This is an optimization exercise on Yosys and OpenROAD, whose aim is small area, not a production implementation. In this exercise RTL edits were held to simulation tests only and were not proved equivalent to the original. Power figures rest on the tool's default switching activity, not on a simulated workload. The flow treats the clock pin as an ideal source, which a real chip does not have.

==> inputs of trial 64 <==
==> flow/design.v <==
module sx_core (
    input  wire        clk,
    input  wire        rst,         
    input  wire        cmd_valid,
    input  wire [18:0] cmd,         
    output reg         resp_valid,
    output reg  [1:0]  resp_code,   
    output wire [1:0]  pins,
    output reg         side,
    output wire        running      
);
    localparam [1:0] OK          = 2'd0;
    localparam [1:0] BAD_ADDRESS = 2'd1;
    localparam [1:0] BAD_COMMAND = 2'd2;
    wire [2:0] c_op = cmd[18:16];
    wire [7:0] c_a  = cmd[15:8];
    wire [7:0] c_v  = cmd[7:0];
    reg       do_set_ch, do_set_tp, do_start, do_stop;
    reg [1:0] code;
    reg [7:0]  ct   [0:111];       
    reg [7:0]  snap [0:111];       
    reg [7:0]  tail [0:15];        
    reg        tp, snap_tp, tail_tp;
    reg        dirty;
    reg        srun, stop_req, halt_req;
    reg [6:0]  idx;                
    reg [3:0]  qcnt;               
    reg        run;
    reg [5:0]  cnt;                
    reg        pol;                
    reg [3:0]  b_blk;
    reg [2:0]  b_slot;
    reg [3:0]  b_qb;
    wire q_empty = (qcnt == 4'd0);
    wire q_full  = qcnt[3];
    wire st_stop    = srun && stop_req;
    wire st_rebuild = srun && !stop_req && (idx == 7'd0) && dirty;
    wire st_push    = srun && !stop_req && !((idx == 7'd0) && dirty) && !q_full;
    wire use_tail = (b_blk == 4'd15) || (b_blk == 4'd14 && b_slot[2]);
    wire [6:0] ch = {b_slot - 3'd1, b_blk};
    wire [7:0] ch_val = use_tail ? tail[{b_blk[0], b_slot - 3'd1}] : snap[ch];
    wire       hdr_tp = (b_blk == 4'd15) ? tail_tp : snap_tp;
    wire [3:0] n      = ~b_blk;
    reg fbit;
    always @* begin
        if (b_slot == 3'd0) begin
            case (b_qb)
                4'd3:    fbit = 1'b1;
                4'd4:    fbit = hdr_tp;
                4'd5:    fbit = 1'b1;
                4'd6:    fbit = n[3];
                4'd7:    fbit = n[2];
                4'd8:    fbit = 1'b1;
                4'd9:    fbit = n[1];
                4'd10:   fbit = n[0];
                4'd11:   fbit = 1'b1;
                default: fbit = 1'b0;
            endcase
        end else begin
            case (b_qb)
                4'd0:    fbit = ch_val[7];
                4'd1:    fbit = ch_val[6];
                4'd3:    fbit = ch_val[5];
                4'd4:    fbit = ch_val[4];
                4'd6:    fbit = ch_val[3];
                4'd7:    fbit = ch_val[2];
                4'd9:    fbit = ch_val[1];
                4'd10:   fbit = ch_val[0];
                default: fbit = 1'b1;
            endcase
        end
    end
    wire at_frame_start = (b_blk == 4'd0) && (b_slot == 3'd0) && (b_qb == 4'd0);
    wire new_pol        = (pol && !at_frame_start) ^ fbit;
    wire word_start = (b_slot == 3'd0 && b_qb == 4'd0) ||
                      (b_slot == 3'd1 && b_qb == 4'd4) ||
                      (b_slot == 3'd2 && b_qb == 4'd8) ||
                      (b_slot == 3'd4 && b_qb == 4'd0) ||
                      (b_slot == 3'd5 && b_qb == 4'd4) ||
                      (b_slot == 3'd6 && b_qb == 4'd8);
    wire at_boundary = run && (cnt == 6'd0);
    wire at_halt     = at_boundary && halt_req;
    wire at_stall    = at_boundary && !halt_req && word_start && q_empty;
    wire at_shift    = at_boundary && !halt_req && !(word_start && q_empty);
    wire at_pop      = at_shift && word_start;
    wire pins_on = side || (cnt != 6'd0);
    assign pins    = {pins_on && pol, pins_on && !pol};
    assign running = run;
    always @* begin
        do_set_ch = 1'b0;
        do_set_tp = 1'b0;
        do_start  = 1'b0;
        do_stop   = 1'b0;
        code      = OK;
        if (cmd_valid) begin
            case (c_op)
                3'b000: begin
                    if (c_a > 8'd111) code = BAD_ADDRESS;
                    else              do_set_ch = 1'b1;
                end
                3'b001: begin
                    if (c_a != 8'd0 || c_v[7:1] != 7'd0) code = BAD_COMMAND;
                    else                                do_set_tp = 1'b1;
                end
                3'b010: begin
                    if (c_a != 8'd0 || c_v != 8'd0) code = BAD_COMMAND;
                    else                           do_start = !srun && !run;
                end
                3'b011: begin
                    if (c_a != 8'd0 || c_v != 8'd0) code = BAD_COMMAND;
                    else                           do_stop = srun;
                end
                default: code = BAD_COMMAND;
            endcase
        end
    end
    always @(posedge clk) begin
        if (rst) begin
            resp_valid <= 1'b0;
            resp_code  <= OK;
        end else begin
            resp_valid <= cmd_valid;
            resp_code  <= code;
        end
    end
    integer i;
    always @(posedge clk) begin
        if (rst) begin
            for (i = 0; i < 112; i = i + 1)
                ct[i] <= 8'h00;
        end else if (do_set_ch) begin
            ct[c_a[6:0]] <= c_v;
        end
    end
    always @(posedge clk) begin
        if (st_rebuild) begin
            for (i = 0; i < 112; i = i + 1)
                snap[i] <= ct[i];
            snap_tp <= tp;
        end
    end
    always @(posedge clk) begin
        if (st_push && idx == 7'd87) begin
            for (i = 3; i < 7; i = i + 1)
                tail[i] <= snap[16 * i + 14];
            for (i = 0; i < 7; i = i + 1)
                tail[8 + i] <= snap[16 * i + 15];
            tail_tp <= snap_tp;
        end
    end
    always @(posedge clk) begin
        if (rst) begin
            tp    <= 1'b0;
            dirty <= 1'b1;
        end else begin
            if (do_set_tp)
                tp <= c_v[0];
            if (do_set_ch || do_set_tp)
                dirty <= 1'b1;
            else if (st_rebuild)
                dirty <= 1'b0;
        end
    end
    always @(posedge clk) begin
        if (rst) begin
            srun     <= 1'b0;
            stop_req <= 1'b0;
            halt_req <= 1'b0;
            idx      <= 7'd0;
            qcnt     <= 4'd0;
        end else if (do_start) begin
            srun     <= 1'b1;
            stop_req <= 1'b0;
            halt_req <= 1'b0;
            idx      <= 7'd0;
            qcnt     <= 4'd0;
        end else begin
            if (st_stop) begin
                srun     <= 1'b0;
                stop_req <= 1'b0;
                halt_req <= 1'b1;
            end else if (do_stop) begin
                stop_req <= 1'b1;
            end
            if (at_halt)
                halt_req <= 1'b0;
            if (st_push)
                idx <= (idx == 7'd95) ? 7'd0 : idx + 7'd1;
            if (st_push && !at_pop)
                qcnt <= qcnt + 4'd1;
            else if (at_pop && !st_push)
                qcnt <= qcnt - 4'd1;
        end
    end
    always @(posedge clk) begin
        if (rst) begin
            run    <= 1'b0;
            cnt    <= 6'd0;
            side   <= 1'b0;
        end else if (do_start) begin
            run    <= 1'b1;
            cnt    <= 6'd0;
            side   <= 1'b0;
        end else if (run) begin
            if (cnt != 6'd0) begin
                cnt <= cnt - 6'd1;
                if (cnt == 6'd40)
                    side <= 1'b1;            
            end else if (at_halt) begin
                run  <= 1'b0;
                side <= 1'b0;
            end else if (at_shift) begin
                side <= 1'b0;                
                cnt  <= 6'd49;
            end
        end
    end
    always @(posedge clk) begin
        if (do_start) begin
            b_blk  <= 4'd0;
            b_slot <= 3'd0;
            b_qb   <= 4'd0;
        end else if (at_shift) begin
            pol <= new_pol;
            if (b_qb == 4'd11) begin
                b_qb   <= 4'd0;
                b_slot <= b_slot + 3'd1;
                if (b_slot == 3'd7)
                    b_blk <= b_blk + 4'd1;
            end else begin
                b_qb <= b_qb + 4'd1;
            end
        end
    end
endmodule
==> flow/run.sh <==
#!/bin/bash
# synth_recipe.tcl (not shown) runs the flow's synth.tcl, then flattens the netlist and writes it again
# the make line also repeats each setting of config.mk as NAME=value (left out here)
make -C /OpenROAD-flow-scripts/flow DESIGN_CONFIG=/design/flow/config.mk WORK_HOME=/design/flow/orfs CLKGATE_MAP_FILE= SYNTH_SCRIPT=/design/flow/synth_recipe.tcl finish
==> flow/config.mk <==
export PLATFORM = sky130hd
export DESIGN_NAME = sx_core
export DESIGN_NICKNAME = sx_core
export VERILOG_FILES = /design/flow/design.v
export SDC_FILE = /design/flow/constraint.sdc
export NUM_CORES = 4
export LEC_CHECK = 0
export CAP_MARGIN = 20
export CORE_MARGIN = 2
export CORE_UTILIZATION = 40
export SLEW_MARGIN = 20
==> flow/constraint.sdc <==
create_clock -name core_clock -period 1000.0 [get_ports {clk}]
set_input_delay 200.0000 -clock core_clock [delete_from_list [all_inputs] [get_ports {clk}]]
set_output_delay 200.0000 -clock core_clock [all_outputs]
set_load 0.01 [all_outputs]
==> trial 25: changes against trial 64 <==
==> flow/design.v, changed modules only <==
module sx_core (
    input  wire        clk,
    input  wire        rst,         
    input  wire        cmd_valid,
    input  wire [18:0] cmd,         
    output reg         resp_valid,
    output reg  [1:0]  resp_code,   
    output wire [1:0]  pins,
    output reg         side,
    output wire        running      
);
    localparam [1:0] OK          = 2'd0;
    localparam [1:0] BAD_ADDRESS = 2'd1;
    localparam [1:0] BAD_COMMAND = 2'd2;
    wire [2:0] c_op = cmd[18:16];
    wire [7:0] c_a  = cmd[15:8];
    wire [7:0] c_v  = cmd[7:0];
    reg       do_set_ch, do_set_tp, do_start, do_stop;
    reg [1:0] code;
    reg          tog;
    wire         tog_next = rst ? 1'b0 : ~tog;
    reg  [895:0] ct_q;             
    reg  [895:0] snap_q;           
    reg  [87:0]  tail_q;           
    wire [895:0] ct_d, snap_d;
    wire [87:0]  tail_d;
    reg  [4:0]   ph;               
    reg          nbit;             
    reg        tp, snap_tp, tail_tp;
    reg        dirty;
    reg        srun, stop_req, halt_req;
    reg [6:0]  idx;                
    reg [3:0]  qcnt;               
    reg        run;
    reg [5:0]  cnt;                
    reg        pol;                
    reg [3:0]  b_blk;
    reg [2:0]  b_slot;
    reg [3:0]  b_qb;
    wire q_empty = (qcnt == 4'd0);
    wire q_full  = qcnt[3];
    wire st_stop    = srun && stop_req;
    wire st_rebuild = srun && !stop_req && (idx == 7'd0) && dirty;
    wire st_push    = srun && !stop_req && !((idx == 7'd0) && dirty) && !q_full;
    reg [2:0] bsel;
    always @* begin
        case (b_qb)
            4'd0:    bsel = 3'd7;
            4'd1:    bsel = 3'd6;
            4'd3:    bsel = 3'd5;
            4'd4:    bsel = 3'd4;
            4'd6:    bsel = 3'd3;
            4'd7:    bsel = 3'd2;
            4'd9:    bsel = 3'd1;
            default: bsel = 3'd0;
        endcase
    end
    wire [2:0] k_rd = b_slot - 3'd1;
    wire [6:0] ch   = {k_rd, b_blk};
    wire [7:0] tap0 = snap_q[8*0  +: 8];
    wire [7:0] tap1 = snap_q[8*28 +: 8];
    wire [7:0] tap2 = snap_q[8*56 +: 8];
    wire [7:0] tap3 = snap_q[8*84 +: 8];
    reg  [7:0] tap;
    always @* begin
        case (ch[1:0])
            2'd0:    tap = tap0;
            2'd1:    tap = tap1;
            2'd2:    tap = tap2;
            default: tap = tap3;
        endcase
    end
    always @(posedge clk) begin
        if (ph == ch[6:2])
            nbit <= tap[bsel] ^ tog;
    end
    wire [11:0] tl_sel;
    wire [7:0]  tl_val;
    genvar gt, gp;
    generate
        for (gt = 0; gt < 11; gt = gt + 1) begin : g_tsel
            if (gt < 4)
                assign tl_sel[gt] = !b_blk[0] && k_rd == gt + 3;
            else
                assign tl_sel[gt] = b_blk[0] && k_rd == gt - 4;
        end
        assign tl_sel[11] = 1'b0;
        for (gp = 0; gp < 8; gp = gp + 1) begin : g_tplane
            wire [3:0] nt;
            for (gt = 0; gt < 4; gt = gt + 1) begin : g_aoi
                sx_aoi222 u_aoi (
                    .a0(tl_sel[3*gt]),     .b0(tail_q[8*(3*gt) + gp]),
                    .a1(tl_sel[3*gt + 1]), .b1(tail_q[8*(3*gt + 1) + gp]),
                    .a2(tl_sel[3*gt + 2]),
                    .b2(gt < 3 ? tail_q[8*(3*gt + 2) + gp] : 1'b0),
                    .y (nt[gt]));
            end
            assign tl_val[gp] = ~&nt;
        end
    endgenerate
    wire       tl_bit  = tl_val[bsel] ^ tog;
    wire use_tail = (b_blk == 4'd15) || (b_blk == 4'd14 && b_slot[2]);
    wire       hdr_tp = (b_blk == 4'd15) ? tail_tp : snap_tp;
    wire [3:0] n      = ~b_blk;
    reg fbit;
    always @* begin
        if (b_slot == 3'd0) begin
            case (b_qb)
                4'd3:    fbit = 1'b1;
                4'd4:    fbit = hdr_tp;
                4'd5:    fbit = 1'b1;
                4'd6:    fbit = n[3];
                4'd7:    fbit = n[2];
                4'd8:    fbit = 1'b1;
                4'd9:    fbit = n[1];
                4'd10:   fbit = n[0];
                4'd11:   fbit = 1'b1;
                default: fbit = 1'b0;
            endcase
        end else begin
            case (b_qb)
                4'd2, 4'd5, 4'd8, 4'd11: fbit = 1'b1;
                default:                 fbit = use_tail ? tl_bit : nbit;
            endcase
        end
    end
    wire at_frame_start = (b_blk == 4'd0) && (b_slot == 3'd0) && (b_qb == 4'd0);
    wire new_pol        = (pol && !at_frame_start) ^ fbit;
    wire word_start = (b_slot == 3'd0 && b_qb == 4'd0) ||
                      (b_slot == 3'd1 && b_qb == 4'd4) ||
                      (b_slot == 3'd2 && b_qb == 4'd8) ||
                      (b_slot == 3'd4 && b_qb == 4'd0) ||
                      (b_slot == 3'd5 && b_qb == 4'd4) ||
                      (b_slot == 3'd6 && b_qb == 4'd8);
    wire at_boundary = run && (cnt == 6'd0);
    wire at_halt     = at_boundary && halt_req;
    wire at_stall    = at_boundary && !halt_req && word_start && q_empty;
    wire at_shift    = at_boundary && !halt_req && !(word_start && q_empty);
    wire at_pop      = at_shift && word_start;
    wire pins_on = side || (cnt != 6'd0);
    assign pins    = {pins_on && pol, pins_on && !pol};
    assign running = run;
    always @* begin
        do_set_ch = 1'b0;
        do_set_tp = 1'b0;
        do_start  = 1'b0;
        do_stop   = 1'b0;
        code      = OK;
        if (cmd_valid) begin
            case (c_op)
                3'b000: begin
                    if (c_a > 8'd111) code = BAD_ADDRESS;
                    else              do_set_ch = 1'b1;
                end
                3'b001: begin
                    if (c_a != 8'd0 || c_v[7:1] != 7'd0) code = BAD_COMMAND;
                    else                                do_set_tp = 1'b1;
                end
                3'b010: begin
                    if (c_a != 8'd0 || c_v != 8'd0) code = BAD_COMMAND;
                    else                           do_start = !srun && !run;
                end
                3'b011: begin
                    if (c_a != 8'd0 || c_v != 8'd0) code = BAD_COMMAND;
                    else                           do_stop = srun;
                end
                default: code = BAD_COMMAND;
            endcase
        end
    end
    always @(posedge clk) begin
        if (rst) begin
            resp_valid <= 1'b0;
            resp_code  <= OK;
        end else begin
            resp_valid <= cmd_valid;
            resp_code  <= code;
        end
    end
    always @(posedge clk)
        tog <= tog_next;
    wire [7:0]  ct_wd = rst ? 8'h00 : c_v;
    wire [7:0]  ct_a  = ct_wd ^ {8{~tog_next}};
    wire [6:0]  ct_row;
    wire [15:0] ct_col;
    genvar gr, gb;
    generate
        for (gr = 0; gr < 7; gr = gr + 1) begin : g_row
            assign ct_row[gr] = rst || (do_set_ch && c_a[6:4] == gr);
        end
        for (gr = 0; gr < 16; gr = gr + 1) begin : g_col
            assign ct_col[gr] = rst || (c_a[3:0] == gr);
        end
        for (gr = 0; gr < 112; gr = gr + 1) begin : g_ct
            wire en   = ct_row[gr / 16] && ct_col[gr % 16];
            wire en_n = ~en;
            for (gb = 0; gb < 8; gb = gb + 1) begin : g_b
                sx_o22ai u_sel (.a1(en), .a2(ct_q[8*gr + gb]),
                                .b1(en_n), .b2(ct_a[gb]),
                                .y(ct_d[8*gr + gb]));
            end
        end
    endgenerate
    wire reb_n = ~st_rebuild;
    generate
        for (gr = 0; gr < 112; gr = gr + 1) begin : g_sn
            localparam integer R  = gr / 28;
            localparam integer P  = gr % 28;
            localparam integer NX = 28 * R + (P + 1) % 28;
            for (gb = 0; gb < 8; gb = gb + 1) begin : g_b
                sx_o22ai u_sel (.a1(st_rebuild), .a2(snap_q[8*NX + gb]),
                                .b1(reb_n), .b2(ct_q[8*(4*P + R) + gb]),
                                .y(snap_d[8*gr + gb]));
            end
        end
    endgenerate
    always @(posedge clk) begin
        if (rst || st_rebuild)
            ph <= 5'd0;
        else
            ph <= (ph == 5'd27) ? 5'd0 : ph + 5'd1;
    end
    wire tl_win = (idx >= 7'd88);
    generate
        for (gr = 0; gr < 11; gr = gr + 1) begin : g_tl
            localparam integer K = gr < 4 ? gr + 3 : gr - 4;
            wire ld   = tl_win && ph == 4 * K + 3;
            wire ld_n = ~ld;
            for (gb = 0; gb < 8; gb = gb + 1) begin : g_b
                sx_o22ai u_sel (.a1(ld), .a2(tail_q[8*gr + gb]),
                                .b1(ld_n), .b2(gr < 4 ? tap2[gb] : tap3[gb]),
                                .y(tail_d[8*gr + gb]));
            end
        end
    endgenerate
    always @(posedge clk) begin
        ct_q   <= ct_d;
        snap_q <= snap_d;
        tail_q <= tail_d;
    end
    always @(posedge clk) begin
        if (st_rebuild)
            snap_tp <= tp;
        if (st_push && idx == 7'd87)
            tail_tp <= snap_tp;
    end
    always @(posedge clk) begin
        if (rst) begin
            tp    <= 1'b0;
            dirty <= 1'b1;
        end else begin
            if (do_set_tp)
                tp <= c_v[0];
            if (do_set_ch || do_set_tp)
                dirty <= 1'b1;
            else if (st_rebuild)
                dirty <= 1'b0;
        end
    end
    always @(posedge clk) begin
        if (rst) begin
            srun     <= 1'b0;
            stop_req <= 1'b0;
            halt_req <= 1'b0;
            idx      <= 7'd0;
            qcnt     <= 4'd0;
        end else if (do_start) begin
            srun     <= 1'b1;
            stop_req <= 1'b0;
            halt_req <= 1'b0;
            idx      <= 7'd0;
            qcnt     <= 4'd0;
        end else begin
            if (st_stop) begin
                srun     <= 1'b0;
                stop_req <= 1'b0;
                halt_req <= 1'b1;
            end else if (do_stop) begin
                stop_req <= 1'b1;
            end
            if (at_halt)
                halt_req <= 1'b0;
            if (st_push)
                idx <= (idx == 7'd95) ? 7'd0 : idx + 7'd1;
            if (st_push && !at_pop)
                qcnt <= qcnt + 4'd1;
            else if (at_pop && !st_push)
                qcnt <= qcnt - 4'd1;
        end
    end
    always @(posedge clk) begin
        if (rst) begin
            run    <= 1'b0;
            cnt    <= 6'd0;
            side   <= 1'b0;
        end else if (do_start) begin
            run    <= 1'b1;
            cnt    <= 6'd0;
            side   <= 1'b0;
        end else if (run) begin
            if (cnt != 6'd0) begin
                cnt <= cnt - 6'd1;
                if (cnt == 6'd40)
                    side <= 1'b1;            
            end else if (at_halt) begin
                run  <= 1'b0;
                side <= 1'b0;
            end else if (at_shift) begin
                side <= 1'b0;                
                cnt  <= 6'd49;
            end
        end
    end
    always @(posedge clk) begin
        if (do_start) begin
            b_blk  <= 4'd0;
            b_slot <= 3'd0;
            b_qb   <= 4'd0;
        end else if (at_shift) begin
            pol <= new_pol;
            if (b_qb == 4'd11) begin
                b_qb   <= 4'd0;
                b_slot <= b_slot + 3'd1;
                if (b_slot == 3'd7)
                    b_blk <= b_blk + 4'd1;
            end else begin
                b_qb <= b_qb + 4'd1;
            end
        end
    end
endmodule
module sx_o22ai (
    input  wire a1, a2, b1, b2,
    output wire y
);
    assign y = ~((a1 | a2) & (b1 | b2));
endmodule
module sx_aoi222 (
    input  wire a0, b0, a1, b1, a2, b2,
    output wire y
);
    assign y = ~((a0 & b0) | (a1 & b1) | (a2 & b2));
endmodule
Settings changed: CORE_UTILIZATION 40 to 65, CTS_BUF_LIST from default to sky130_fd_sc_hd__clkbuf_16, CTS_CLUSTER_DIAMETER from default to 90, CTS_CLUSTER_SIZE from default to 35, SYNTH_HIERARCHICAL from default to 1.
==> qor summary <==
Result of the run: trial 25 finished clean; trial 64 finished clean
Worst-Skew Late Latency: trial 25 700 ps; trial 64 870 ps
Sequential power: trial 25 0.0000916 W; trial 64 0.0000907 W
Worst Path Max Fanout: trial 25 16; trial 64 9
Cells after synthesis: trial 25 4475; trial 64 4589
Layout Skew: trial 25 20.7 ps; trial 64 52.9 ps
Met1 Wirelength: trial 25 60700 microns; trial 64 112000 microns
Primary flip-flop cell chosen by synthesis mapping: trial 25 sky130_fd_sc_hd__dfxtp_1; trial 64 sky130_fd_sc_hd__edfxtp_1
Horizontal extent of the die: trial 25 293 microns; trial 64 434 microns
Biggest cell delay along the critical path: trial 25 880 ps; trial 64 990 ps
Min-Delay Startpoint: trial 25 snap_q[835]$_DFF_P_; trial 64 ct[78][5]$_SDFFCE_PN0P_
Minimum clock period after layout: trial 25 202610 ps; trial 64 204320 ps
Synth top area share: trial 25 70.9%; trial 64 76.6%

==> re-timing with driven ports <==
Ports are ideal in the flow. The routed layouts listed here were re-timed in OpenROAD. Step 1 (the two cells are an assumption about what drives the block):
set clk [get_ports {clk}]
set_driving_cell -lib_cell sky130_fd_sc_hd__clkbuf_16 $clk
set_driving_cell -lib_cell sky130_fd_sc_hd__buf_2 [delete_from_list [all_inputs] $clk]
Step 2 also shifts input and output timing later by t, the mid clock arrival at the registers, as if the neighbouring blocks saw the same clock. a / b / c = ideal ports / drivers / drivers and shift; a / b = the first two.
run | t (ns) | setup slack, ns | slew at the worst register clock pin (ns) | worst slew at a driven data input, ns
trial 64 | 0.938 | 795.678 / 795.687 / 794.749 | 0.07 / 0.07 | 0.11
trial 25 | 0.754 | 797.388 / 797.422 / 796.669 | 0.12 / 0.12 | 0.05
After both steps setup and hold are still met in every run listed. For trial 64, which loses most, drivers alone change the setup slack by +0.009 ns; drivers and shift together by -0.929 ns.
